Background: an optimization exercise with open tools, aiming at small area, a short achievable clock period and few clock cycles. Do not read the settings as production practice. No functional check of the RTL was part of this run. Power and IR drop assume default switching activity.

==> flow/design.v <==
module spdy_fhd #(
    parameter [32:0] BUF_CAP  = 33'd4096,
    parameter [23:0] LEN_CAP  = 24'd2048,
    parameter integer PRI_BITS = 3,
    parameter [7:0]  SS_OFF   = 8'd10,
    parameter [7:0]  SR_OFF   = 8'd4,
    parameter [7:0]  HD_OFF   = 8'd4
) (
    input  wire        clk,
    input  wire        rst,
    input  wire        cmd_valid,
    output wire        cmd_ready,
    input  wire [7:0]  cmd_op,
    input  wire [31:0] cmd_arg,
    output reg         done,
    output reg         mem_en,
    output reg  [31:0] mem_addr,
    input  wire [7:0]  mem_rdata,
    input  wire [5:0]  reg_addr,
    output reg  [31:0] reg_rdata
);
    localparam [7:0] OP_TRYRD  = 8'h01, OP_SEEK   = 8'h06, OP_SETLIM = 8'h07,
                     OP_DECHDR = 8'h10, OP_CLSFY  = 8'h11, OP_XPAY   = 8'h12,
                     OP_SENTRY = 8'h13, OP_DECFRM = 8'h14;
    localparam [2:0] ST_OK = 3'd0, ST_SHORT = 3'd1, ST_MALFORMED = 3'd2,
                     ST_NOHDR = 3'd3, ST_RANGE = 3'd4, ST_BADCMD = 3'd5;
    localparam [3:0] K_DATA = 4'd0, K_SYN_STREAM = 4'd1, K_SYN_REPLY = 4'd2,
                     K_RST_STREAM = 4'd3, K_SETTINGS = 4'd4, K_PING = 4'd6,
                     K_HEADERS = 4'd8, K_UNKNOWN = 4'd15;
    localparam [2:0] M_RDU = 3'd0, M_HDR = 3'd1, M_FRM = 3'd2, M_PAY = 3'd3,
                     M_SE = 3'd4, M_FRM2 = 3'd5;
    reg [12:0] pos, lim;
    reg [2:0]  st;
    reg        val_ok;
    reg [31:0] val;
    reg        sl_ok;
    reg [12:0] sl_off, sl_len;
    reg        fr_init, fr_v, fr_ctrl;
    reg [30:0] fr_w;                  
    reg [7:0]  fr_flags;
    reg [23:0] fr_len;
    reg        pl_init;
    reg [3:0]  pl_kind;
    reg [31:0] pa;                    
    reg [31:0] pb;                    
    reg [2:0]  pri;
    reg [12:0] rest_off, rest_len;
    reg        se_ok;
    reg [63:0] se;                    
    reg        busy;
    reg [2:0]  mode;
    reg [4:0]  t;
    reg [1:0]  kq;                    
    reg        d8;                    
    reg        fs;                    
    reg [55:0] hb;                    
    function [3:0] classify;
        input        c;
        input [15:0] ty;
        begin
            if (!c)
                classify = K_DATA;
            else if (ty[15:4] == 12'd0 &&
                     (ty[3:0] == 4'd1 || ty[3:0] == 4'd2 || ty[3:0] == 4'd3 ||
                      ty[3:0] == 4'd4 || ty[3:0] == 4'd6 || ty[3:0] == 4'd8))
                classify = ty[3:0];
            else
                classify = K_UNKNOWN;
        end
    endfunction
    function [3:0] fix_size;
        input [3:0] k;
        begin
            case (k)
                K_SYN_STREAM: fix_size = SS_OFF[3:0];
                K_SYN_REPLY:  fix_size = SR_OFF[3:0];
                K_RST_STREAM: fix_size = 4'd8;
                K_SETTINGS:   fix_size = 4'd4;
                K_PING:       fix_size = 4'd4;
                K_HEADERS:    fix_size = HD_OFF[3:0];
                default:      fix_size = 4'd0;
            endcase
        end
    endfunction
    function [3:0] read_size;
        input [3:0] k;
        begin
            case (k)
                K_SYN_STREAM: read_size = 4'd9;
                K_RST_STREAM: read_size = 4'd8;
                K_SYN_REPLY, K_SETTINGS, K_PING, K_HEADERS: read_size = 4'd4;
                default:      read_size = 4'd0;
            endcase
        end
    endfunction
    wire [63:0] w64 = {hb, mem_rdata};
    wire [31:0] w32 = w64[31:0];
    wire [12:0] avail = lim - pos;
    wire [12:0] pos8  = pos + 13'd8;
    wire        av8   = (avail >= 13'd8);
    wire        av9   = (avail >= 13'd9);
    wire [11:0] am8   = avail[11:0] - 12'd8;
    assign cmd_ready = !busy;
    wire acc = cmd_valid && !busy;
    wire [3:0] fr_kind = classify(fr_ctrl, fr_w[15:0]);
    wire        fsb   = busy && fs;
    wire        d8b   = busy && d8;
    wire [3:0]  pk    = fsb ? K_SETTINGS : fr_kind;
    wire [3:0]  prs   = read_size(pk);
    wire [12:0] plen  = fsb ? {1'b0, hb[35:24]} : fr_len[12:0];
    wire [12:0] p     = d8b ? pos8 : pos;
    wire [12:0] s8    = {1'b0, w32[8:0], 3'b100};          
    wire        cbad  = (w32[31:9] != 23'd0) || (s8 > plen);
    wire [12:0] fixp  = (pk == K_SETTINGS) ? s8 : {9'd0, fix_size(pk)};
    wire        pay_end = busy && (mode == M_PAY) &&
                          (t[3:0] == ((prs == 4'd0) ? 4'd1 : prs));
    wire        xp_short = (fr_len > {11'd0, avail});
    wire        xp_mal   = (fr_len < {20'd0, fix_size(fr_kind)});
    wire        xp_go    = fr_v && !xp_short && !xp_mal;
    wire        xp_rd    = (read_size(fr_kind) != 4'd0);
    wire [3:0]  hk       = classify(w64[63], w64[47:32]);
    wire        h_short  = (w64[23:12] != 12'd0) || (w64[11:0] > am8);
    wire        h_mal    = (w64[23:0] < {20'd0, fix_size(hk)});
    wire [13:0] se_room  = {1'b0, lim} - {1'b0, pb[12:0]};
    wire [9:0]  se_lim1  = se_room[13] ? 10'd0 : se_room[12:3];
    wire [9:0]  se_max   = ({1'b0, pa[8:0]} < se_lim1) ? {1'b0, pa[8:0]} : se_lim1;
    wire        se_okc   = (pl_kind == K_SETTINGS) && (cmd_arg[31:9] == 23'd0) &&
                           ({1'b0, cmd_arg[8:0]} < se_max);
    wire [2:0]  rk       = cmd_op[2:0] - 3'd1;
    wire        is_rdu   = (cmd_op >= 8'h02) && (cmd_op <= 8'h05);
    wire        rdu_ok   = ({10'd0, rk} <= avail);
    wire        en0 = acc && ((is_rdu && rdu_ok) ||
                              ((cmd_op == OP_DECHDR || cmd_op == OP_DECFRM) && av8) ||
                              (cmd_op == OP_XPAY && xp_go && xp_rd));
    wire        m_se  = busy && (mode == M_SE);
    wire [12:0] a_b   = m_se ? pb[12:0] : p;
    wire [12:0] a_o   = m_se ? {1'b0, se[8:0], t[2:0]} : busy ? {8'd0, t} : 13'd0;
    always @(*) begin
        mem_addr = {19'd0, a_b + a_o};
        if (!busy)
            mem_en = en0;
        else case (mode)
            M_RDU:  mem_en = (t[2:0] < {1'b0, kq} + 3'd1);
            M_HDR, M_FRM2, M_SE: mem_en = (t[3:0] < 4'd8);
            M_FRM:  mem_en = (t[3:0] < 4'd8) || av9;
            M_PAY:  mem_en = (t[3:0] < prs);
            default: mem_en = 1'b0;
        endcase
    end
    reg         pos_ld;
    reg  [12:0] pos_a, pos_b;
    wire [12:0] pos_sum = pos_a + pos_b;
    wire        x0   = acc && cmd_op == OP_XPAY && xp_go && !xp_rd;
    wire        pc   = x0 || (pay_end && !(pk == K_SETTINGS && cbad));
    always @(*) begin
        pos_a = pos;
        pos_b = 13'd0;
        if (busy) begin
            case (mode)
                M_RDU:  pos_b = {10'd0, kq} + 13'd1;
                M_HDR:  pos_a = pos8;
                M_FRM2: begin pos_a = pos8; pos_b = {1'b0, w64[11:0]}; end
                default: begin pos_a = p; pos_b = plen; end
            endcase
        end else if (cmd_op == OP_XPAY)
            pos_b = plen;
        else
            pos_b = cmd_arg[12:0];
    end
    always @(posedge clk) begin
        hb <= {hb[47:0], mem_rdata};
        if (rst) begin
            busy    <= 1'b0;
            done    <= 1'b0;
            mode    <= M_RDU;
            t       <= 5'd0;
            kq      <= 2'd0;
            d8      <= 1'b0;
            fs      <= 1'b0;
            pos     <= 13'd0;
            lim     <= 13'd0;
            st      <= ST_OK;
            val_ok  <= 1'b0;
            sl_ok   <= 1'b0;
            fr_init <= 1'b0;
            fr_v    <= 1'b0;
            pl_init <= 1'b0;
            pl_kind <= K_UNKNOWN;
            se_ok   <= 1'b0;
        end else begin
            done <= 1'b0;
            if (!busy) begin
                t  <= 5'd1;
                d8 <= 1'b0;
                fs <= 1'b0;
                if (cmd_valid) begin
                    st <= ST_OK;
                    case (cmd_op)
                    OP_TRYRD: begin
                        done <= 1'b1;
                        if (cmd_arg > {19'd0, avail}) st <= ST_SHORT;
                        else begin
                            sl_ok  <= 1'b1;
                            sl_off <= pos;
                            sl_len <= cmd_arg[12:0];
                            pos    <= pos_sum;
                        end
                    end
                    8'h02, 8'h03, 8'h04, 8'h05: begin
                        kq <= cmd_op[1:0] - 2'd2;
                        if (!rdu_ok) begin
                            st   <= ST_SHORT;
                            done <= 1'b1;
                        end else begin
                            busy <= 1'b1;
                            mode <= M_RDU;
                        end
                    end
                    OP_SEEK: begin
                        done <= 1'b1;
                        if (cmd_arg > {19'd0, lim}) st <= ST_RANGE;
                        else pos <= cmd_arg[12:0];
                    end
                    OP_SETLIM: begin
                        done <= 1'b1;
                        if (cmd_arg < {19'd0, pos} || cmd_arg > 32'd4096) st <= ST_RANGE;
                        else lim <= cmd_arg[12:0];
                    end
                    OP_CLSFY: begin
                        done   <= 1'b1;
                        val_ok <= 1'b1;
                        val    <= {28'd0, classify(cmd_arg[31], cmd_arg[15:0])};
                    end
                    OP_DECHDR, OP_DECFRM: begin
                        if (!av8) begin
                            st   <= ST_SHORT;
                            done <= 1'b1;
                        end else begin
                            busy <= 1'b1;
                            mode <= (cmd_op == OP_DECHDR) ? M_HDR : M_FRM;
                        end
                    end
                    OP_XPAY: begin
                        if (!fr_v) begin
                            st   <= ST_NOHDR;
                            done <= 1'b1;
                        end else if (xp_short) begin
                            st   <= ST_SHORT;
                            done <= 1'b1;
                        end else if (xp_mal) begin
                            st   <= ST_MALFORMED;
                            done <= 1'b1;
                        end else if (!xp_rd) begin
                            fr_v <= 1'b0;
                            pos  <= pos_sum;
                            done <= 1'b1;
                        end else begin
                            busy <= 1'b1;
                            mode <= M_PAY;
                        end
                    end
                    OP_SENTRY: begin
                        t <= 5'd0;
                        if (!se_okc) begin
                            st   <= ST_RANGE;
                            done <= 1'b1;
                        end else begin
                            se[8:0] <= cmd_arg[8:0];
                            busy    <= 1'b1;
                            mode    <= M_SE;
                        end
                    end
                    default: begin
                        st   <= ST_BADCMD;
                        done <= 1'b1;
                    end
                    endcase
                end
            end else begin
                t <= t + 5'd1;
                case (mode)
                M_RDU: begin
                    if (t[2:0] == {1'b0, kq} + 3'd1) begin
                        val_ok <= 1'b1;
                        val    <= w32 & {{8{kq == 2'd3}}, {8{kq >= 2'd2}},
                                         {8{kq != 2'd0}}, 8'hff};
                        pos    <= pos_sum;
                        busy   <= 1'b0;
                        done   <= 1'b1;
                    end
                end
                M_HDR, M_FRM2: begin
                    if (t[3:0] == 4'd8) begin
                        fr_init  <= 1'b1;
                        fr_v     <= (mode == M_HDR);
                        fr_ctrl  <= w64[63];
                        fr_w     <= w64[62:32];
                        fr_flags <= w64[31:24];
                        fr_len   <= w64[23:0];
                        pos      <= pos_sum;
                        busy     <= 1'b0;
                        done     <= 1'b1;
                    end
                end
                M_FRM: begin
                    if (t[3:0] == 4'd8) begin
                        if (h_short) begin
                            st   <= ST_SHORT;
                            busy <= 1'b0;
                            done <= 1'b1;
                        end else if (h_mal) begin
                            st   <= ST_MALFORMED;
                            busy <= 1'b0;
                            done <= 1'b1;
                        end else begin
                            if (hk != K_SETTINGS) begin
                                fr_init  <= 1'b1;
                                fr_v     <= 1'b0;
                                fr_ctrl  <= w64[63];
                                fr_w     <= w64[62:32];
                                fr_flags <= w64[31:24];
                                fr_len   <= w64[23:0];
                            end
                            fs   <= (hk == K_SETTINGS);
                            d8   <= 1'b1;
                            mode <= M_PAY;
                            t    <= 5'd1;
                        end
                    end
                end
                M_PAY: begin
                    if (t[3:0] == 4'd4 && pk != K_SETTINGS)
                        pa <= {w32[31] & (pk == K_RST_STREAM || pk == K_PING), w32[30:0]};
                    if (t[3:0] == 4'd8)
                        pb <= w32;
                    if (t[3:0] == 4'd9)
                        pri <= w32[7:5];
                    if (pay_end) begin
                        if (pk == K_SETTINGS && cbad) begin
                            st   <= ST_MALFORMED;
                            busy <= 1'b0;
                            done <= 1'b1;
                        end else if (fs) begin
                            d8   <= 1'b0;
                            mode <= M_FRM2;
                            t    <= 5'd0;
                        end else begin
                            fr_v <= 1'b0;
                            pos  <= pos_sum;
                            busy <= 1'b0;
                            done <= 1'b1;
                        end
                    end
                end
                M_SE: begin
                    if (t[3:0] == 4'd8) begin
                        se_ok <= 1'b1;
                        se    <= w64;
                        busy  <= 1'b0;
                        done  <= 1'b1;
                    end
                end
                default: busy <= 1'b0;
                endcase
            end
            if (pc) begin
                pl_init  <= 1'b1;
                pl_kind  <= pk;
                rest_off <= p + fixp;
                rest_len <= plen - fixp;
                if (pk == K_SETTINGS) begin
                    pa <= w32;
                    pb <= {19'd0, p + 13'd4};
                end else if (read_size(pk) == 4'd0)
                    pa <= {1'b0, fr_w};
            end
        end
    end
    wire fr_c = fr_init && fr_ctrl;
    wire fr_d = fr_init && !fr_ctrl;
    wire pk_sid = (pl_kind == K_DATA) || (pl_kind == K_SYN_STREAM) ||
                  (pl_kind == K_SYN_REPLY) || (pl_kind == K_RST_STREAM) ||
                  (pl_kind == K_HEADERS);
    wire [3:0] fr_kind_r = fr_init ? fr_kind : K_UNKNOWN;
    wire fr_over = fr_init && (fr_len > LEN_CAP);
    always @(*) begin
        case (reg_addr)
            6'd0:  reg_rdata = {19'd0, pos};
            6'd1:  reg_rdata = {19'd0, lim};
            6'd2:  reg_rdata = {29'd0, st};
            6'd3:  reg_rdata = val_ok ? val : 32'd0;
            6'd4:  reg_rdata = sl_ok ? {19'd0, sl_off} : 32'd0;
            6'd5:  reg_rdata = sl_ok ? {19'd0, sl_len} : 32'd0;
            6'd6:  reg_rdata = {31'd0, fr_c};
            6'd7:  reg_rdata = fr_c ? {17'd0, fr_w[30:16]} : 32'd0;
            6'd8:  reg_rdata = fr_c ? {16'd0, fr_w[15:0]} : 32'd0;
            6'd9:  reg_rdata = fr_d ? {1'b0, fr_w} : 32'd0;
            6'd10: reg_rdata = fr_init ? {24'd0, fr_flags} : 32'd0;
            6'd11: reg_rdata = fr_init ? {8'd0, fr_len} : 32'd0;
            6'd12: reg_rdata = {28'd0, fr_kind_r};
            6'd13: reg_rdata = {31'd0, fr_over};
            6'd14: reg_rdata = {31'd0, fr_v};
            6'd15: reg_rdata = {28'd0, pl_kind};
            6'd16: reg_rdata = pk_sid ? pa : 32'd0;
            6'd17: reg_rdata = (pl_kind == K_SYN_STREAM) ? {1'b0, pb[30:0]} : 32'd0;
            6'd18: reg_rdata = (pl_kind == K_SYN_STREAM) ? {29'd0, pri} : 32'd0;
            6'd19: reg_rdata = (pl_kind == K_RST_STREAM) ? pb : 32'd0;
            6'd20: reg_rdata = (pl_kind == K_PING) ? pa : 32'd0;
            6'd21: reg_rdata = (pl_kind == K_SETTINGS) ? pa : 32'd0;
            6'd22: reg_rdata = (pl_kind == K_SETTINGS) ? {19'd0, pb[12:0]} : 32'd0;
            6'd23: reg_rdata = pl_init ? {19'd0, rest_off} : 32'd0;
            6'd24: reg_rdata = pl_init ? {19'd0, rest_len} : 32'd0;
            6'd25: reg_rdata = se_ok ? {24'd0, se[63:56]} : 32'd0;
            6'd26: reg_rdata = se_ok ? {8'd0, se[55:32]} : 32'd0;
            6'd27: reg_rdata = se_ok ? se[31:0] : 32'd0;
            default: reg_rdata = 32'd0;
        endcase
    end
endmodule
==> flow/run.sh <==
#!/bin/bash
# synth_recipe.tcl (not shown) runs the flow's synth.tcl, then flattens the netlist and writes it again
# the make line also repeats each setting of config.mk as NAME=value (left out here)
make -C /OpenROAD-flow-scripts/flow DESIGN_CONFIG=/design/flow/config.mk WORK_HOME=/design/flow/orfs CLKGATE_MAP_FILE= SYNTH_SCRIPT=/design/flow/synth_recipe.tcl finish
==> flow/config.mk <==
export PLATFORM = sky130hd
export DESIGN_NAME = spdy_fhd
export DESIGN_NICKNAME = spdy_fhd
export VERILOG_FILES = /design/flow/design.v
export SDC_FILE = /design/flow/constraint.sdc
export NUM_CORES = 4
export LEC_CHECK = 0
export CAP_MARGIN = 35
export CORE_MARGIN = 2
export CORE_UTILIZATION = 30
export SLEW_MARGIN = 35
==> flow/constraint.sdc <==
create_clock -name core_clock -period 10.0 [get_ports {clk}]
set_input_delay 2.0000 -clock core_clock [delete_from_list [all_inputs] [get_ports {clk}]]
set_output_delay 2.0000 -clock core_clock [all_outputs]
set_load 0.01 [all_outputs]
==> notes.md <==
* # nets final at 2902
* Post-DP HPWL at 74660 um
* GR peak layer: met2
* Row count at 104
* Worst-path clk slew at 0.07 ns
* Sw Ratio at 0.2571
* DR vias/cell at 5.840
* Maximum vdd drop at 111.1 uV
* Slew @ Worst Pin at 0.9629 ns
* Pins Over Slew Limit at 0
* Max_slew headroom at 0.3557
* DR iter-0 viols at 3063
* Hold path start: hb[47]$_DFF_P_
* Total of max-cap violations at 0
* Met3 Usage GRT at 0.04833
* Cells after synthesis at 2566
* 1st-pass router iterations at 8
* Critical Path Start Type: flip-flop
* GRT met1 Usage at 0.3012
* Synth Warn # at 1
* Initial core utilization at 0.3042
* Placed insts at 3671
* Top cell type's share of synthesized area at 0.3408
* CTS Buf Count at 41
* Initial antenna violation count at 3
* # clock sinks at 388
* Vias in the first global route at 20282
* Layout area overhead at 15.57%
* Pleak at 0.01086 uW
* Final ANT Viol Nets at 0
* Hold WS at 0.3679 ns
* Met2 Use GR at 0.3613
* Fillers at 8087
* Min cycle time layout at 8.372 ns
* WL final at 100900 um
* Logic pwr share at 0.081
* Wirelength per Cell at 26.91 um
* TritonCTS clock tree: done
* Final Wtd Congestion at 0.9621
* Crit Path Max Fanout at 9
* Cell area after synthesis at 0.02458 mm2
* Via count at 21894
* # Post-CTS Setup Buffers at 0
* Largest net degree at the start of global routing at 62
* RR Startpoint: pb[1]$_DFFE_PN_
* I/O Buffers at 104
* Synth unique cells at 95
* Final number of setup-violating endpoints at 0
* Floorplan core area at 0.08081 mm2
* Fin area at 0.02841 mm2
* Pwr/cell area at 129.7 mW/mm2
* Clock share of power at 0.433
* Setup TNS at 0 ns
* Global-route wire length before repair at 144700 um
* HP Class: reg -> reg
* Register bit count reported by yosys at 388
* Resized cells post-CTS at 0
* Top post-synthesis cells by area: edfxtp_1, ha_1, dfxtp_1, nand2_1, a21oi_1
* Bufs on Longest Clock Path at 3
* Fin crit share at 0.8372
* WS Path Type: reg -> out
* Asr flop ratio synth at 0
* Critical Path Sink: mem_en
* Placed inst area at 0.02699 mm2
* RSZ-0062 raised after global routing: false
* Worst EP required at 8.00 ns
* Share of cells above drive strength 1 at 0.07478
* Worst setup path start: pos[8]$_SDFFE_PP0P_
* Clock Latency Late Sink at 0.60 ns
* H-tree depth at 2
* Commonest register cell after synthesis: edfxtp_1
* Status: timing/DRC/antenna clean
* Die area at 0.08424 mm2
* Reg-to-Reg End: mode[2]$_SDFFE_PP0P_
* CTS root buf: clkbuf_16
* Yosys top cell by area: edfxtp_1
* NetSw at 947.5 uW
* # IOs at 124
* Worst reg-to-reg setup slack at 2.55 ns
* EDFF count, synth at 279
* Pint at 2737 uW
* Skew final at 0.02765 ns
* Die height at 290.2 um
* Final Hold Fails at 0
* Syn_area_per_cell at 9.580 um2
* Overall Global Routing Usage at 0.2317
* Worst Reg-to-Reg Cells at 26
* Seq pwr share at 0.487
* DRC violations left at 0
* Achievable Freq at 0.1194 GHz
* Post-Layout Cell Count at 3749
* Worst EP arrival at 6.37 ns
* Seq/Total Area, Yosys at 0.4296
* CP endpoint kind: primary output
* GRT Residual Overflow at 0
* Die Wd at 290.2 um
* CTS Hold Bufs at 0
[final cells by class]
cell class	instances	area, um2	area share
Clock buffer	54	1137	0.04004
Sequential cell	388	10560	0.3718
Tap cell	1060	1326	0.04669
Multi-Input combinational cell	1925	13110	0.4614
Timing Repair Buffer	165	1526	0.05373
Antenna cell	1	2.502	0.00008809
Clock inverter	22	242.7	0.008545
Inverter	134	504.2	0.01775
[cell usage in the layout, fill, tap and decap left out, types with 16 or more instances in the layout]
cell type	n
a211oi_1	20
a21o_1	54
a21oi_1	189
a221o_1	23
a221oi_1	18
a222oi_1	33
a22o_1	21
a22oi_1	50
a31oi_1	19
and2_1	37
and3_1	22
buf_4	57
clkbuf_16	43
clkdlybuf4s50_1	101
conb_1	19
dfxtp_1	108
edfxtp_1	279
ha_1	185
inv_1	133
mux2i_1	62
nand2_1	278
nand2b_1	16
nand3_1	82
nand4_1	37
nor2_1	163
nor2b_1	34
nor3_1	46
nor4_1	29
o21ai_0	131
o21ai_1	20
o22ai_1	17
xnor2_1	67
xor2_1	28
[worst min-delay path by stage]
stage	end	slack, ns	depth (start not counted)
floorplan	hb[48]$_DFF_P_	0.34	0
global placement	hb[54]$_DFF_P_	0.36	0
detailed placement	hb[54]$_DFF_P_	0.37	0
CTS	hb[55]$_DFF_P_	0.37	0
global route	hb[55]$_DFF_P_	0.38	0
finish	hb[55]$_DFF_P_	0.37	0
[per-stage QoR]
step                setup slack [ns]  total power (uW)  utilization
global placement               2.268              2112       0.3333
CTS                            1.657              3684       0.3511
floorplan                      1.367              1981            -
global route                   1.196              3780       0.3515
detailed placement             2.232              2116       0.3340
finish                         1.628              3685       0.3515
[per-layer routing]
layer,vias to the layer above,wire length (um)
met4,2,6220
met3,286,10040
met1,10503,40220
met2,1320,44370
li1,9783,-
met5,-,53
[cells in the mapped netlist, types with 13 or more instances]
cell,n
o211ai_1,14
nor2b_1,34
nand3_1,82
a21oi_1,190
a221oi_1,18
nand4_1,37
a222oi_1,33
dfxtp_1,109
o22ai_1,17
edfxtp_1,279
xor2_1,28
or4_1,13
a21o_1,54
clkbuf_1,83
nor4_1,34
nand2_1,278
a211oi_1,20
buf_4,24
ha_1,185
a31oi_1,20
a22oi_1,50
inv_1,134
mux2i_1,62
a22o_1,21
and3_1,22
and2_1,39
nor2_1,171
o21ai_0,131
xnor2_1,67
o21ai_1,20
buf_2,19
a221o_1,23
nand2b_1,16
nor3_1,52
[state kept, by name, indices dropped and copies added (netlist names), 24 cells and up]
name and count:
hb 56, se 64, val 32, fr_w 31, fr_len 24, pb 32, pa 32
[cells by family (layout without fill, tap and decap cells)]
family	Yosys count	in the layout	share of synthesized area
and+or+nand+nor	836	836	0.1653
AOI/OAI and AO/OA	717	717	0.1974
DFF	388	388	0.4296
buffers and inverters	271	375	0.04724
adders and majority gates	190	190	0.09824
xor gates and xnor gates	96	96	0.03451
muxes	67	67	0.02754
other	1	20	0.0001526
[worst max-delay path, stage by stage, from the launching register on]
cell and delay (ns):
dfxtp_1 0.62, inv_1 0.17, ha_1 0.39, a22o_1 0.24
or4_4 0.43, nor3_4 0.23, o21ai_1 0.16, xnor2_2 0.51
ha_1 0.37, a21oi_1 0.13, o21ai_1 0.07, a2111oi_0 0.50
o2bb2ai_1 0.27, nand3_1 0.27, o41ai_1 0.46, o21ai_0 0.14
o21ai_0 0.19, clkdlybuf4s50_1 0.61
[power groups by stage]
stage,Sequential (uW),Clock (uW),Combinational (uW)
after floorplan,1800,0,179
after global placement,1830,0,286
after detailed placement,1830,0,290
after CTS,1790,1600,291
after global routing,1790,1660,325
final,1790,1590,297

==> afterwards: timing with drivers on the ports <==
Ports are ideal in the flow. The routed layout listed here was re-timed in OpenROAD.
Step 1, drivers: a clkbuf_16 drives clk and a buf_2 each remaining input, both assumed.
Step 2 also shifts input and output timing later by t, the mid clock arrival at the registers, as if the neighbouring blocks saw the same clock.
Three values: ideal, step 1, step 2; two values: the first two.
shift t [ns]: 0.651
slack for setup (ns): 1.628 / 1.564 / 2.214
hold slack, ns: 0.368 / 0.368 / 0.368
After both steps setup and hold are still met in this run. For this run, drivers alone change the setup slack by -0.064 ns; drivers and shift together by +0.586 ns.
